Context: an optimization exercise on an open-source flow, tuned for small area, a short achievable clock period and few clock cycles per item. The choices shown serve that exercise and are no tape-out recipe.
Only simulation tests tie the RTL to the original design; equivalence was not proved.
Power is estimated from default activity; no workload was simulated.

north:
// dmac_prog_builder
module dmac_prog_builder (
    input  wire        clk,
    input  wire        rst,
    input  wire        cmd_valid,
    output wire        cmd_ready,
    input  wire        cmd_zf,          
    input  wire [31:0] cmd_src,
    input  wire [31:0] cmd_dst,
    input  wire [31:0] cmd_size,
    input  wire [2:0]  cmd_bsz,
    input  wire [4:0]  cmd_blen,
    input  wire [2:0]  cmd_ssz,
    input  wire [5:0]  cmd_periph,
    input  wire [1:0]  cmd_kind,        
    input  wire        cmd_cache,
    input  wire        cmd_nonsecure,
    input  wire [31:0] cmd_buf_base,
    input  wire [31:0] cmd_buf_cap,
    output wire        wr_valid,
    input  wire        wr_ready,
    output wire [31:0] wr_addr,
    output wire [7:0]  wr_data,
    output reg         res_valid,
    output wire [1:0]  res_status,      
    output reg  [3:0]  res_cause,
    output wire [31:0] res_length,
    output wire [31:0] res_needed,
    output reg  [3:0]  res_residual
);
Size in the first run: about 2,000 cells after synthesis, ~270 flip-flops, about 18,000 sq um of cells after synthesis.
==> flow/config.mk <==
export PLATFORM = sky130hd
export DESIGN_NAME = dmac_prog_builder
export DESIGN_NICKNAME = dmac_prog_builder
export VERILOG_FILES = /design/flow/design.v
export SDC_FILE = /design/flow/constraint.sdc
export NUM_CORES = 4
export LEC_CHECK = 0
export CAP_MARGIN = 20
export CORE_MARGIN = 2
export CORE_UTILIZATION = 40
export SETUP_SLACK_MARGIN = 5
export SLEW_MARGIN = 20
==> flow/constraint.sdc <==
create_clock -name core_clock -period 8.0 [get_ports {clk}]
set_input_delay 1.6000 -clock core_clock [delete_from_list [all_inputs] [get_ports {clk}]]
set_output_delay 1.6000 -clock core_clock [all_outputs]
set_load 0.01 [all_outputs]
standard.sh (not shown) runs the stock make flow with config.mk's settings and CLKGATE_MAP_FILE= SYNTH_SCRIPT=/design/flow/synth_recipe.tcl, a recipe that flattens the netlist after the stock synthesis.
==> flow/flow/run.sh <==
#!/bin/bash
set -euo pipefail
sed 's/SETUP_SLACK_MARGIN=[0-9.]*/SETUP_SLACK_MARGIN=5.5/' standard.sh > standard_margin.sh
bash standard_margin.sh > standard.log 2>&1
In summary, north completed successfully, with a layout that passed the timing, design-rule and antenna checks.
Testbench counts of north, summed over its fixed seeds: cycles 17,742, builds 384.
#### Input delta (south over north)
Settings: putting CTS_BUF_LIST at sky130_fd_sc_hd__clkbuf_8 where nothing was set; swapping 20 for 10 in CAP_MARGIN; swapping 20 for 10 in SLEW_MARGIN.
==> flow/run.sh (new file) <==
#!/bin/bash
# synth_recipe.tcl (not shown) runs the flow's synth.tcl, then flattens the netlist and writes it again
# the make line also repeats each setting of config.mk as NAME=value (left out here)
make -C /OpenROAD-flow-scripts/flow DESIGN_CONFIG=/design/flow/config.mk WORK_HOME=/design/flow/orfs CLKGATE_MAP_FILE= SYNTH_SCRIPT=/design/flow/synth_recipe.tcl finish
removed: flow/flow/run.sh
removed: flow/standard.sh
Summary of south over north: worst supply voltage drop on vdd climbed 33%, routed wire length fell 7200 microns, critical path depth in cells fell by 7, final area went down by 4100 sq um.
In the metrics for north and south, the one carrying the lower global-route total usage across every layer is south.
north has a higher register-to-register slack than south.
| clock period minus worst slack | south vs north | worse |
Final worst-path cycle share: north vs south — no meaningful difference
The highest routed metal layer comes out met4 in one run and met5 in the other, namely in north and south respectively.
Compared with north, south shows total power lower by about 12%.
Diff north -> south: wire length of the first global-routing pass saw a decrease, synthesized cell count shows no meaningful change.
Inputs modified between south and east:
Settings: swapping 10 for 20 in CAP_MARGIN; swapping 10 for 20 in SLEW_MARGIN; swapping 40 for 35 in CORE_UTILIZATION.
==> results.txt <==
[east] data arrival time of the critical path rose 2.21 ns relative to south
east vs. south: core utilization moved down; final cell count moved up; total wirelength of the detailed-routed design moved up.
Looking at count of inserted tapcells across south and east, the one that comes out lower is south.
Fraction of power consumed by combinational cells, south and east: higher on south
Against south, east reports a starting density of the core that is lower.
Diff south -> east: final design area excluding fillers climbed 0.43%; met3 wirelength from detailed routing went up.
[east] critical path depth rose 8 relative to south
Edits applied to the flow inputs when going from east to west:
Settings: clearing SETUP_SLACK_MARGIN, which used to be 5; swapping 35 for 40 in CORE_UTILIZATION; clearing CTS_BUF_LIST, which used to be sky130_fd_sc_hd__clkbuf_8.
### Flow results
Across east and west, the outcome is the same: a clean finish for every run.
Compared with east, west shows a lower remaining max-slew budget at the tightest pin.
Taking east as the reference, in west final area shrank by 6.8%, power shrank by about 1.7%.
Looking only at sequential fraction of total cell area, and setting everything else aside, the higher value of east and west goes to west.
west vs. east: final weighted congestion in routability-driven placement rose by 3.1%, area of the mapped netlist stayed essentially flat, full die area fell by 6500 sq um, routed wire length fell by 9.9%.
east vs west, startpoint of the worst setup timing path: cmd_src[3] vs wr_ready

========
Setup of job 101:
dmac_prog_builder, a different RTL version from the one above (not shown whole).
Size: about 2400 cells after synthesis, about 300 I/O pins.
==> flow/config.mk <==
export PLATFORM = sky130hd
export DESIGN_NAME = dmac_prog_builder
export DESIGN_NICKNAME = dmac_prog_builder
export VERILOG_FILES = /design/flow/design.v
export SDC_FILE = /design/flow/constraint.sdc
export NUM_CORES = 4
export LEC_CHECK = 0
export ABC_AREA = 1
export CAP_MARGIN = 20
export CORE_MARGIN = 2
export CORE_UTILIZATION = 40
export SETUP_SLACK_MARGIN = 5
export SLEW_MARGIN = 20
==> flow/constraint.sdc <==
create_clock -name core_clock -period 8.0 [get_ports {clk}]
set_input_delay 1.6000 -clock core_clock [delete_from_list [all_inputs] [get_ports {clk}]]
set_output_delay 1.6000 -clock core_clock [all_outputs]
set_load 0.01 [all_outputs]
run.sh (not shown) runs the stock make flow with config.mk's settings and CLKGATE_MAP_FILE= SYNTH_SCRIPT=/design/flow/synth_recipe.tcl, a recipe that flattens the netlist after the stock synthesis.
Stock flow here: none of the scripts above is used.
Testbench counts of job 101, summed over its fixed seeds: cycles 17,742, builds 384.
Input changes introduced in job 102 (baseline for comparison: job 101):
- clearing ABC_AREA, which used to be 1
Results
The number of buffers other than clock buffers in the final layout of job 102 exceeds that of job 101 by 3.8%.
Capturing element of the worst setup path = rm[0]: job 102; capturing element of the worst setup path = rm[1]: job 101
In job 102 the clock power share turned out 4.5 points lower than in job 101.
In job 102, the post-synthesis share of cell area spent on full adders, half adders and majority gates came out 0.25 points above the value in job 101.

========
== yarrow ==
dmac_prog_builder with an RTL version that a note above also has.
Size: ~2000 cells after synthesis, ~270 flip-flops, ~300 I/O pins.
Settings: LEC_CHECK=0, CAP_MARGIN=20, CORE_MARGIN=2, CORE_UTILIZATION=40, CTS_BUF_LIST=sky130_fd_sc_hd__clkbuf_8, SETUP_SLACK_MARGIN=4.8, SLEW_MARGIN=20; clock period 8.0 ns.
yarrow | status: complete | timing, DRC, antenna: pass
Testbench counts of yarrow, summed over its fixed seeds: cycles 17,742, builds 384.
Here is what was changed in the inputs of willow compared with yarrow.
- CTS_BUF_LIST no longer set, was sky130_fd_sc_hd__clkbuf_8
- SETUP_SLACK_MARGIN now 4.5, was 4.8
### Flow results
Every run in the comparison, willow and yarrow, completed the flow with a clean layout. In the tables for willow and yarrow, layout buffering overhead excluding clock cells reads lower with willow. Looking only at share of final layout cell area taken by clock buffers and inverters, and setting everything else aside, the lower value of willow and yarrow goes to willow. Of the two values seen for critical path capture point, vld was produced by yarrow and res_status[1] by willow. The higher weighted congestion at the end of routability-driven global placement came out of yarrow. willow gives more largest net degree at the start of global routing than yarrow did. willow: share of layout cells above drive strength 1 is 5.0 points lower than what yarrow reported. The run showing the smaller slack of the critical path is willow.
Input changes introduced in maple (baseline for comparison: willow):
- CTS_BUF_LIST newly set to sky130_fd_sc_hd__clkbuf_4
- SETUP_SLACK_MARGIN changed from 4.5 to 5
## What came out
maple: done, clean on timing, DRC and antenna. NOTE: count of clock-buffer cells in the layout in maple exceeds that of willow. Status: power dissipated in sequential cells parity (maple, willow). Register share of the cell area ended up 0.94 points lower on maple than on willow. The switching power of the nets number comes out lower for willow vs maple. First element of the critical path: addr[18] -> maple, ovf -> willow. Global-route total usage across every layer for maple: 1.3 points up relative to willow. Going from willow to maple, utilization after layout grows by 2.6 points. | final worst slack | maple vs willow | better |. Via count on maple is up relative to willow. The final critical-path share of the clock period of maple is lower than that of willow.
Setup changes, maple to amber
- CTS_BUF_LIST now sky130_fd_sc_hd__clkbuf_8, was sky130_fd_sc_hd__clkbuf_4
==> results.txt <==
amber: all stages complete, timing, DRC and antenna checks passed. When the final numbers for maple and amber were put side by side, the post-synthesis to final-layout area growth turned out to be smaller in maple. amber vs. maple: latest clock arrival within the worst-skew pair went down by 170 ps; wire length dropped 1.1%. Min final standard cell area without fillers across maple and amber: maple. Summary of the comparison: sequential share of layout area is lower in amber, relative to maple.

========
== v6 ==
Starting RTL as in the previous note.
clock: 8.0 ns
lec_check: 0
cap_margin: 20
core_margin: 2
core_utilization: 40
cts_cluster_size: 30
setup_slack_margin: 5
slew_margin: 20
v6: no failed stages, no open violations at the end
Testbench counts of v6, summed over its fixed seeds: cycles 17,742, builds 384.
## Diff of input files: v7 against v6
- CTS_BUF_LIST newly set to sky130_fd_sc_hd__clkbuf_8
## What came out
Compared with v6, in v7 largest fanout on the critical path went down by 2, worst-case setup margin in the final layout went up.
Relative to v6, the amount of wire on met3 after detailed routing measured on v7 has increased by a few percent.
End of the critical path = wr_valid: v7; end of the critical path = vld: v6
Max growth of design area from synthesis to finish across v6 and v7: v7
In the metrics for v6 and v7, the one carrying the higher relative contribution of the clock network to total power is v6.
Final cell area excluding filler cells: v6 vs v7 — no meaningful difference
v7 ended with more clock buffer instance count of the final layout than v6.
v7 does better than v6 on clock period minus worst slack.
Row combinational share of power: v7 higher / v6 lower
Diff v6 -> v7 | cell count | increase of 36

[static timing again, ports no longer ideal]
Ports are ideal in the flow. The routed layouts listed here were re-timed in OpenROAD.
Step 1 assumes that a clkbuf_16 drives the clock port and a buf_2 every other input.
Step 2 times the ports against the registers' clock, not the clock port: input delays grow and output delays shrink by t, the midpoint of the rising clock arrivals with the driver on.
Slacks: ideal / step 1 / step 2; pairs: ideal / step 1.
run | shift t [ns] | setup slack, ns | hold slack, ns | worst setup path after step 2
north | 0.601 | 5.059 / 5.067 / 4.486 | 0.492 / 0.492 / 0.492 | input to register
south | 0.671 | 5.051 / 4.998 / 4.397 | 0.478 / 0.478 / 0.478 | input to register
east | 0.689 | 4.998 / 4.995 / 4.344 | 0.464 / 0.464 / 0.464 | input to register
west | 0.631 | 3.856 / 3.827 / 3.195 | 0.474 / 0.474 / 0.474 | input to register
job 101 | 0.634 | 4.670 / 4.670 / 4.328 | 0.466 / 0.466 / 0.466 | input to register
job 102 | 0.593 | 4.299 / 4.299 / 4.299 | 0.461 / 0.461 / 0.461 | register to register
yarrow | 0.684 | 4.811 / 4.807 / 4.158 | 0.468 / 0.468 / 0.468 | input to register
willow | 0.633 | 4.539 / 4.483 / 3.996 | 0.486 / 0.486 / 0.486 | input to register
maple | 0.818 | 5.011 / 4.961 / 4.164 | 0.476 / 0.476 / 0.476 | input to register
amber | 0.671 | 5.045 / 4.992 / 4.389 | 0.478 / 0.478 / 0.478 | input to register
v6 | 0.599 | 4.962 / 4.934 / 4.405 | 0.478 / 0.478 / 0.478 | input to register
v7 | 0.671 | 5.045 / 4.992 / 4.389 | 0.478 / 0.478 / 0.478 | input to register
After both steps every run listed still meets setup and hold. For maple, which loses most, drivers alone change the setup slack by -0.050 ns; drivers and shift together by -0.847 ns.
